This design comes from an exercise in tuning for small area on the open sky130 flow, not from production work. In this exercise RTL edits were held to simulation tests only and were not proved equivalent to the original.

==> run F: inputs <==
## ssc_mux
module ssc_mux #(
    parameter integer CLK_PER_MS = 16
) (
    input  wire        clk,
    input  wire        rst,          
    input  wire        bus_rd,
    input  wire        bus_wr,
    input  wire [3:0]  bus_addr,
    input  wire [31:0] bus_wdata,
    output reg  [31:0] rdata,
    output wire [7:0]  seg_out,
    output wire [7:0]  dig_act,
    output wire [63:0] dig_duty,     
    output wire        out_en
);
==> flow/config.mk <==
export PLATFORM = sky130hd
export DESIGN_NAME = ssc_mux
export DESIGN_NICKNAME = ssc_mux
export VERILOG_FILES = /design/flow/design.v
export SDC_FILE = /design/flow/constraint.sdc
export NUM_CORES = 4
export LEC_CHECK = 0
export ABC_AREA = 1
export ABC_CLOCK_PERIOD_IN_PS = 140000
export CAP_MARGIN = 20
export CORE_MARGIN = 2
export CORE_UTILIZATION = 40
export GPL_TIMING_DRIVEN = 0
export PLACE_DENSITY = 0.6
export SLEW_MARGIN = 20
export SYNTH_HIERARCHICAL = 1
==> flow/constraint.sdc <==
create_clock -name core_clock -period 140.0 [get_ports {clk}]
set_input_delay 28.0000 -clock core_clock [delete_from_list [all_inputs] [get_ports {clk}]]
set_output_delay 28.0000 -clock core_clock [all_outputs]
set_load 0.01 [all_outputs]
standard.sh (not shown) runs the stock make flow with config.mk's settings and CLKGATE_MAP_FILE= SYNTH_SCRIPT=/design/flow/synth_recipe.tcl, a recipe that flattens the netlist after the stock synthesis.
==> flow/flow/run.sh <==
#!/bin/bash
# Layout flow: the standard layout (standard.sh) with two changes.
#  - Synthesis runs flow/my_synth.tcl: synth_recipe.tcl with an
#    area-recovering ABC script (flow/abc_own.script) for the final
#    mapping, and full/half adders taken only from the ssc_fa cell.
#  - The port buffers that placement inserts on every input and output
#    are sky130_fd_sc_hd__buf_1 (BUFFER_PORTS_ARGS).
# Each step's full output goes to a log file in the work folder (and
# ORFS's own logs under orfs/logs).
set -euo pipefail
here=$(cd "$(dirname "${BASH_SOURCE[0]}")" && pwd)
sed "s#SYNTH_SCRIPT=[^ ]*#SYNTH_SCRIPT=$here/my_synth.tcl#" standard.sh > own_synth.sh
grep -q "SYNTH_SCRIPT=$here/my_synth.tcl" own_synth.sh
sed 's#"\${@:-finish}"#"BUFFER_PORTS_ARGS=-buffer_cell sky130_fd_sc_hd__buf_1" "${@:-finish}"#' standard.sh > own_layout.sh
grep -q "BUFFER_PORTS_ARGS" own_layout.sh
bash own_synth.sh synth > synth.log 2>&1
bash own_layout.sh > layout.log 2>&1
==> flow/flow/abc_own.script <==
strash
dch -f
amap -m -F 4 -A 8
topo
==> flow/flow/my_synth.tcl <==
# The standard synthesis (synth_recipe.tcl), with one change: the final
# technology mapping runs ABC with the area-recovering script in
# abc_own.script (beside this file) in place of ORFS's abc script.
set ::own_dir [file dirname [file normalize [info script]]]
proc synth {args} { yosys synth -nofsm -noshare {*}$args }
proc abc {args} {
  set out {}
  set skip 0
  foreach a $args {
    if { $skip } { lappend out [file join $::own_dir abc_own.script]; set skip 0; continue }
    if { $a eq "-script" } { set skip 1 }
    lappend out $a
  }
  yosys abc {*}$out
}
# Full and half adders are taken only from the adder cell module (ssc_fa);
# everywhere else ABC maps the logic.
proc extract_fa {args} { yosys extract_fa {*}$args ssc_fa }
source $::env(SCRIPTS_DIR)/synth.tcl
# left out here: clear keep_hierarchy, flatten, clean up, hide names made inside functions, write 1_2_yosys.v
==> inputs of run B, as changes to run F <==
--- a/flow/design.v
+++ b/flow/design.v
@@ -7,31 +7,12 @@
     assign g[2] = n[2] | ~n[1] | n[0];
     assign g[3] = n[3] | (~n[2] & ~n[0]) | (n[1] & ~n[0]) | (~n[2] & n[1]) | (n[2] & ~n[1] & n[0]);
     assign g[4] = ~n[0] & (~n[2] | n[1]);
     assign g[5] = n[3] | (~n[1] & ~n[0]) | (n[2] & ~n[1]) | (n[2] & ~n[0]);
     assign g[6] = n[3] | (n[2] & ~n[1]) | (~n[2] & n[1]) | (n[1] & ~n[0]);
 endmodule
-module ssc_add3 (
-    input  wire [3:0] a,
-    output wire [3:0] s
-);
-    wire ge5 = a[3] | (a[2] & (a[1] | a[0]));
-    assign s[3] = ge5;
-    assign s[2] = ge5 ? (a[3] & a[0]) : a[2];
-    assign s[1] = ge5 ? ~(a[1] ^ a[0]) : a[1];
-    assign s[0] = ge5 ? ~a[0] : a[0];
-endmodule
-module ssc_add3s (
-    input  wire [2:0] a,
-    output wire [3:0] s
-);
-    assign s[3] = a[2] & (a[1] | a[0]);
-    assign s[2] = a[2] & ~a[1] & ~a[0];
-    assign s[1] = a[1] & (~a[2] | a[0]);
-    assign s[0] = (~a[2] & a[0]) | (a[2] & a[1] & ~a[0]);
-endmodule
 module ssc_glyphs (
     input  wire [7:0] c,
     input  wire [7:0] unk,
     output wire [6:0] dglyph,    
     output reg  [7:0] cglyph     
 );
@@ -106,12 +87,23 @@
     input  wire        lz,       
     output reg         in_range,
     output reg  [55:0] digits    
 );
     wire neg = v[31];
     integer i;
+    function automatic [6:0] seg7(input [3:0] n);
+        begin
+            seg7[0] = n[3] | n[1] | (n[2] & n[0]) | (~n[2] & ~n[0]);
+            seg7[1] = ~n[2] | (n[1] & n[0]) | (~n[1] & ~n[0]);
+            seg7[2] = n[2] | ~n[1] | n[0];
+            seg7[3] = n[3] | (~n[2] & ~n[0]) | (n[1] & ~n[0]) | (~n[2] & n[1]) | (n[2] & ~n[1] & n[0]);
+            seg7[4] = ~n[0] & (~n[2] | n[1]);
+            seg7[5] = n[3] | (~n[1] & ~n[0]) | (n[2] & ~n[1]) | (n[2] & ~n[0]);
+            seg7[6] = n[3] | (n[2] & ~n[1]) | (~n[2] & n[1]) | (n[1] & ~n[0]);
+        end
+    endfunction
     function automatic [3:0] add3(input [3:0] a);
         reg ge5;
         begin
             ge5 = a[3] | (a[2] & (a[1] | a[0]));
             add3 = {ge5, ge5 ? (a[3] & a[0]) : a[2], ge5 ? ~(a[1] ^ a[0]) : a[1], ge5 ? ~a[0] : a[0]};
         end
@@ -150,13 +142,13 @@
         end
     endgenerate
     wire [31:0] bcd = g_dd[27].b;
     wire [6:0] g7 [0:7];
     generate
         for (g = 0; g < 8; g = g + 1) begin : g_glyph
-            ssc_seg7 u_glyph (.n(bcd[g*4 +: 4]), .g(g7[g]));
+            assign g7[g] = seg7(bcd[g*4 +: 4]);
         end
     endgenerate
     reg [8:0] tz;
     always @(*) begin
         tz[8] = 1'b1;
         for (i = 7; i >= 0; i = i - 1)
@@ -185,33 +177,12 @@
     input  wire a, b, ci,
     output wire s, co
 );
     assign s  = a ^ b ^ ci;
     assign co = (a & b) | (a & ci) | (b & ci);
 endmodule
-module ssc_fa1 (
-    input  wire a, b,
-    output wire s, co
-);
-    assign s  = ~(a ^ b);
-    assign co = a | b;
-endmodule
-module ssc_fa0 (
-    input  wire a, b,
-    output wire s, co
-);
-    assign s  = a ^ b;
-    assign co = a & b;
-endmodule
-module ssc_seln (
-    input  wire s, sn,
-    input  wire a, b,
-    output wire y
-);
-    assign y = ~((s & b) | (sn & a));
-endmodule
 module ssc_div_stage #(
     parameter integer W   = 17,
     parameter integer INV = 0
 ) (
     input  wire [W-1:0] t,       
     input  wire [15:0]  d,
@@ -225,20 +196,22 @@
     wire [N:1]  c;                               
     wire [N-1:0] sum;
     wire gen;
     genvar k;
     generate
         for (k = 0; k < N; k = k + 1) begin : b
-            if (k == 0 && INV == 0) begin : f1
-                ssc_fa1 u_fa (.a(t[0]), .b(db[0]), .s(sum[0]), .co(c[1]));
-            end else if (k == 0) begin : f0
-                ssc_fa0 u_fa (.a(t[0]), .b(db[0]), .s(sum[0]), .co(c[1]));
+            if (k == 0 && INV == 0) begin : f1       
+                assign sum[0] = ~(t[0] ^ db[0]);
+                assign c[1]   = t[0] | db[0];
+            end else if (k == 0) begin : f0          
+                assign sum[0] = t[0] ^ db[0];
+                assign c[1]   = t[0] & db[0];
             end else begin : f
                 ssc_fa u_fa (.a(t[k]), .b(db[k]), .ci(c[k]), .s(sum[k]), .co(c[k+1]));
             end
-            ssc_seln u_sel (.s(ge), .sn(gen), .a(t[k]), .b(sum[k]), .y(r[k]));
+            assign r[k] = ~((ge & sum[k]) | (gen & t[k]));
         end
         if (W == 17) begin : gw
             if (INV) begin : i
                 assign gen = t[16] & c[16];
                 assign ge  = ~gen;
             end else begin : n
@@ -509,12 +482,14 @@
             2'd1:    single_v = digit_glyph_b;
             2'd2:    single_v = char_glyph_b;
             default: single_v = f_b[0] ? (fb_d | seg_mask) : (fb_d & ~seg_mask);
         endcase
     end
     wire multi_wr = cmd && (op == OP_CLEAR || op == OP_SHIFT || (op == OP_SET_INT && int_ok));
+    always @(posedge clk)
+        rh <= rh_next;
     always @(posedge clk) begin
         if (rst) begin
             for (i = 0; i < 8; i = i + 1)
                 fb[i] <= 8'h00;
             en        <= 8'hFF;
             bl        <= 8'h00;
@@ -535,15 +510,13 @@
             presc     <= {PW{1'b0}};
             seq_state <= S_IDLE;
             seq_idx   <= 4'd0;
             seq_cnt   <= 8'd0;
             seq_lit   <= 1'b0;
             seq_latch <= 8'h00;
-            rh        <= 16'd0;
         end else begin
-            rh <= rh_next;
             presc  <= tick ? {PW{1'b0}} : presc + 1'b1;
             now_ms <= now_n;
             for (i = 0; i < 8; i = i + 1) begin
                 if (single_wr && f_d[2:0] == i[2:0])
                     fb[i] <= single_v;
                 else if (multi_wr && i < dlen)
==> flow/flow/abc_own.script (replaced) <==
strash
dch -f
amap -m -F 8 -A 16
strash
dch -f
amap -m -F 8 -A 16
strash
dch -f
amap -m -F 8 -A 16
strash
dch -f
amap -m -F 8 -A 16
strash
dch -f
amap -m -F 8 -A 16
topo
--- a/flow/flow/my_synth.tcl
+++ b/flow/flow/my_synth.tcl
@@ -1,9 +1,10 @@
-# The standard synthesis (synth_recipe.tcl), with one change: the final
+# The standard synthesis (synth_recipe.tcl), with two changes: the final
 # technology mapping runs ABC with the area-recovering script in
-# abc_own.script (beside this file) in place of ORFS's abc script.
+# abc_own.script (beside this file) in place of ORFS's abc script, and
+# full/half adders are extracted only in the adder cell module (below).
 set ::own_dir [file dirname [file normalize [info script]]]
 proc synth {args} { yosys synth -nofsm -noshare {*}$args }
 proc abc {args} {
   set out {}
   set skip 0
   foreach a $args {
- CTS_CLUSTER_DIAMETER: default -> 100
- CTS_CLUSTER_SIZE: default -> 25
==> summary.txt <==
Outcome: run F no timing/DRC/antenna violations; run B no timing/DRC/antenna violations
Buffers & Inverters on Critical Path: run F 7; run B 8
Largest net degree at the start of global routing: run F 51; run B 48
Clock-pin slew reported for the worst setup and hold paths after clock tree synthesis: run F 0.06 ns; run B 0.10 ns
GPL Wtd Cong: run F 1.00; run B 0.996
Final layout net count: run F 5,167; run B 4,857
Wire length on met2: run F 54,900 µm; run B 53,800 µm
Gr usage total: run F 0.298; run B 0.301
Number of global-route vias before repair: run F 35,100; run B 32,800
Shortest period the worst path allows: run F 106.33 ns; run B 106.12 ns
Hold slack: run F 0.452 ns; run B 0.476 ns
Headroom to the max-slew limit: run F 0.168; run B 0.0990
Non-clock buffers: run F 193; run B 201
First-pass GRT wire length: run F 202,000 µm; run B 194,000 µm
Clk_skew: run F 0.0205 ns; run B 0.0236 ns
Detailed placer's ending HPWL: run F 103,000 µm; run B 99,000 µm

what the ideal ports hide:
No port has a modelled driver above. Below, the same layouts with a new extraction and two added sets of constraints.
Step 1 assumes that a clkbuf_16 drives the clock port and a buf_2 every other input.
Step 2 also shifts input and output timing later by t, the mid clock arrival at the registers, as if the neighbouring blocks saw the same clock.
a / b / c = ideal / step 1 / step 2; a / b = the first two.
run	t (ns)	slack for setup (ns)	worst hold slack (ns)	worst data-port slew with drivers (ns)	pins driven straight from the clock port
run F	0.671	33.672 / 33.623 / 32.952	0.452 / 0.452 / 0.452	0.15	1
run B	0.602	33.876 / 33.837 / 33.235	0.476 / 0.476 / 0.476	0.14	1
After both steps setup and hold are still met in every run listed. The setup slack of run F, which loses most, moves by -0.049 ns with the drivers and by -0.720 ns with both steps.
